Context: an optimization exercise on an open-source flow, tuned for small area, a short achievable clock period and few clock cycles. The choices shown serve that exercise and are no tape-out recipe.
Power figures rest on the tool's default switching activity, not on a simulated workload.

## south
// cic_checksum
module cic_checksum (
    input  wire        clk,
    input  wire        rst,           
    input  wire [2:0]  reg_raddr,
    output reg  [31:0] reg_rdata,
    input  wire        reg_we,
    input  wire [2:0]  reg_waddr,
    input  wire [31:0] reg_wdata,
    output wire        mem_req,
    output wire [18:0] mem_addr,
    input  wire [31:0] mem_rdata
);
    localparam [31:0] POLY      = 32'hEDB8_8320;
    localparam [31:0] FP_6101   = 32'h6170_A4A1;
    localparam [31:0] FP_6102   = 32'h90BB_6CB5;
    localparam [31:0] FP_6103   = 32'h0B05_0EE0;
    localparam [31:0] FP_6106   = 32'hACC8_580A;
    localparam [31:0] SEED_6101 = 32'hF8CA_4DDC;    
    localparam [31:0] SEED_6103 = 32'hA388_6759;
    localparam [31:0] SEED_6105 = 32'hDF26_F436;
    localparam [31:0] SEED_6106 = 32'h1FEA_617A;
    function [32:0] add32;
        input [31:0] a, b;
        input        ce;
        reg   [31:0] g, p, p0;
        integer l, i, j;
        begin
            g  = a & b & {32{ce}};
            p0 = a ^ b;
            p  = p0;
            for (l = 0; l < 5; l = l + 1)
                for (i = 0; i < 32; i = i + 1)
                    if (((i >> l) & 1) == 1) begin
                        j = ((i >> l) << l) - 1;
                        g[i] = g[i] | (p[i] & g[j]);
                        p[i] = p[i] & p[j];
                    end
            add32 = {g[31], p0 ^ {g[30:0], 1'b0}};
        end
    endfunction
    function [31:0] inc32;
        input [31:0] a;
        input        c;
        reg   [31:0] q;
        integer i;
        begin
            q[0] = c;
            for (i = 1; i < 32; i = i + 1)
                q[i] = q[i-1] & a[i-1];
            inc32 = a ^ q;
        end
    endfunction
    function gt32;
        input [31:0] a, b;
        reg   [31:0] g, e;
        integer l, i;
        begin
            g = a & ~b;
            e = ~(a ^ b);
            for (l = 0; l < 5; l = l + 1)
                for (i = 0; i < 32; i = i + 1)
                    if (i % (2 << l) == 0) begin
                        g[i] = g[i + (1 << l)] | (e[i + (1 << l)] & g[i]);
                        e[i] = e[i + (1 << l)] & e[i];
                    end
            gt32 = g[0];
        end
    endfunction
    localparam [3:0] S_IDLE = 4'd0, S_CRC = 4'd1, S_VID = 4'd2, S_INIT = 4'd3,
  ...
==> flow/config.mk <==
export PLATFORM = sky130hd
export DESIGN_NAME = cic_checksum
export DESIGN_NICKNAME = cic_checksum
export VERILOG_FILES = /design/flow/design.v
export SDC_FILE = /design/flow/constraint.sdc
export NUM_CORES = 4
export LEC_CHECK = 0
export CAP_MARGIN = 20
export CORE_MARGIN = 2
export CORE_UTILIZATION = 40
export SLEW_MARGIN = 20
==> flow/constraint.sdc <==
create_clock -name core_clock -period 10.0 [get_ports {clk}]
set_input_delay 2.0000 -clock core_clock [delete_from_list [all_inputs] [get_ports {clk}]]
set_output_delay 2.0000 -clock core_clock [all_outputs]
set_load 0.01 [all_outputs]
run.sh (not shown) runs the stock make flow with config.mk's settings and CLKGATE_MAP_FILE= SYNTH_SCRIPT=/design/flow/synth_recipe.tcl, a recipe that flattens the netlist after the stock synthesis.
For east, these inputs were changed with respect to south:
--- a/flow/design.v
+++ b/flow/design.v
@@ -74,18 +74,16 @@
     reg  [18:0] cnt;           
     reg  [1:0]  sub;           
     reg         aux_ph;        
     reg  [4:0]  step;          
     reg         q1_crc, q2_crc;
     reg  [1:0]  q1_sub, q2_sub;
     reg         q1_main, q2_main, q3_main;
     reg  [31:0] d, d2;
-    reg  [31:0] r;             
-    reg         c6;            
     reg  [31:0] t1, t2, t3, t4, t5, t6;
     reg  [31:0] fp;            
     reg  [2:0]  variant;
     reg  [31:0] buf_len;
     reg         st_busy, st_done, st_short;
     wire v5 = (variant == 3'd5);
     wire v3 = (variant == 3'd3);
     wire v6 = (variant == 3'd6);
@@ -146,34 +144,32 @@
         endcase
     end
     wire in_c1  = (state == S_C1);
     wire in_w0l = (state == S_W0L);
     wire ce     = !(in_c1 && !v3);                  
     wire en6    = q2_main || in_c1 || (in_w0l && t4[step]);
     wire [31:0] dz = d & {32{en6}};
     wire [32:0] s6 = add32(t6, dz, ce);
-    wire [63:0] m_dbl = {mem_rdata, mem_rdata};
-    wire [31:0] m_rot = m_dbl[63 - mem_rdata[4:0] -: 32];
+    wire [63:0] dz_dbl = {dz, dz};
+    wire [31:0] r  = dz_dbl[63 - dz[4:0] -: 32];
     wire [32:0] s5 = add32(t5, r, 1'b1);
     wire        gt = gt32(t2, d);
     wire [31:0] t2_term = gt ? r : (s6[31:0] ^ d);
     wire x_d  = q3_main && v5;
     wire x_t5 = (q3_main && !v5) || in_c1;
     wire [31:0] x  = (d & {32{x_d}}) | (t5 & {32{x_t5}});
     wire [32:0] s1 = add32(t1, x ^ d2, ce);
     always @(posedge clk) begin
         case (state)
             S_W1I:        d <= t5;
             S_C0:         d <= v6 ? t6 : (t6 ^ t4);
             S_W1L, S_W0L: d <= {d[30:0], 1'b0};
             default:      d <= mem_rdata;
         endcase
-        r  <= m_rot & {32{q1_main}};
-        c6 <= s6[32] & q2_main;
         if (q2_main)                             d2 <= d;
         else if (state == S_C0 && !v6)           d2 <= t2;
         else if (state == S_W1L && t2[step])     d2 <= d;
         else                                     d2 <= 32'd0;
         q1_crc  <= req_crc;
         q1_sub  <= sub;
         q1_main <= req_main;
         q2_crc  <= q1_crc;
@@ -182,17 +178,17 @@
         q3_main <= q2_main;
         if (q2_crc)
             fp <= crc_next;
         if (state == S_INIT) begin
             t1 <= seed; t2 <= seed; t3 <= seed;
             t4 <= seed; t5 <= seed; t6 <= seed;
         end else begin
             t6 <= (state == S_C0) ? t3 : s6[31:0];
-            t4 <= inc32(t4, c6);
+            t4 <= inc32(t4, s6[32] & q2_main);
             t3 <= t3 ^ dz;
             t5 <= s5[31:0];
             if (q2_main) t2 <= t2 ^ t2_term;
             t1 <= s1[31:0];
         end
         if (rst) begin
             state    <= S_IDLE;
             st_busy  <= 1'b0;
@@ -243,17 +239,17 @@
                         aux_ph <= ~aux_ph;
                         if (aux_ph) cnt <= cnt_inc;
                     end else begin
                         cnt <= cnt_inc;
                     end
                 end
                 S_DRAIN: begin
                     step <= 5'd0;
-                    if (!(q1_main || q2_main || q3_main || c6))
+                    if (!(q1_main || q2_main || q3_main))
                         state <= v6 ? S_W1I : S_C0;
                 end
                 S_W1I: state <= S_W1L;
                 S_W1L: begin
                     step <= step + 5'd1;
                     if (step == 5'd31) state <= S_W1E;
                 end
                 S_W1E: state <= S_C0;
==> results.txt <==
east ends up with a post-synthesis share of cell area spent on and, or, nand and nor gates that is 1.3 points lower than in south.
Looking at number of buffers and inverters on the critical path, east sits above south.
Comparing south against east, there is no change at all in H-tree level count.
Cell area grows by a few percent when moving from south to east.
Core util | east vs south | east higher
Summary: with south as the reference, total power consumption of the routed design in east moved up by more than a quarter.
Between south and east, the flow reports placed standard-cell area increasing by a few percent.
When east is set beside south, its overall global routing resource usage turns out to be 4.2 points larger.
Sequential cell fraction of total power sits lower in east than in south.
Between south and east, sequential cell area in the final layout decreased.
Function was not checked in any run of this note: the RTL went through the layout flow alone.

## afterwards: timing with drivers on the ports
No port has a modelled driver above. Below, the same layouts with a new extraction and two added sets of constraints.
Step 1 sets driving cells, clkbuf_16 on the clock port and buf_2 on the other inputs (assumed; they add their load-dependent delay and slew).
Step 2 times the ports against the registers' clock, not the clock port: input delays grow and output delays shrink by t, the midpoint of the rising clock arrivals with the driver on.
a / b / c = ideal ports / drivers / drivers and shift; a / b = the first two.
| run | shift t [ns] | slack for setup (ns) | worst setup path after step 2 | worst slew at a driven data input, ns | cell pins on the clock port's net |
|---|---|---|---|---|---|
| south | 0.653 | 3.578 / 3.531 / 3.531 | input to output | 0.06 | 1 |
| east | 0.635 | 0.224 / 0.224 / 0.224 | register to register | 0.06 | 1 |
After both steps setup and hold are still met in every run listed. For south, which loses most, drivers alone change the setup slack by -0.047 ns; drivers and shift together by -0.047 ns.
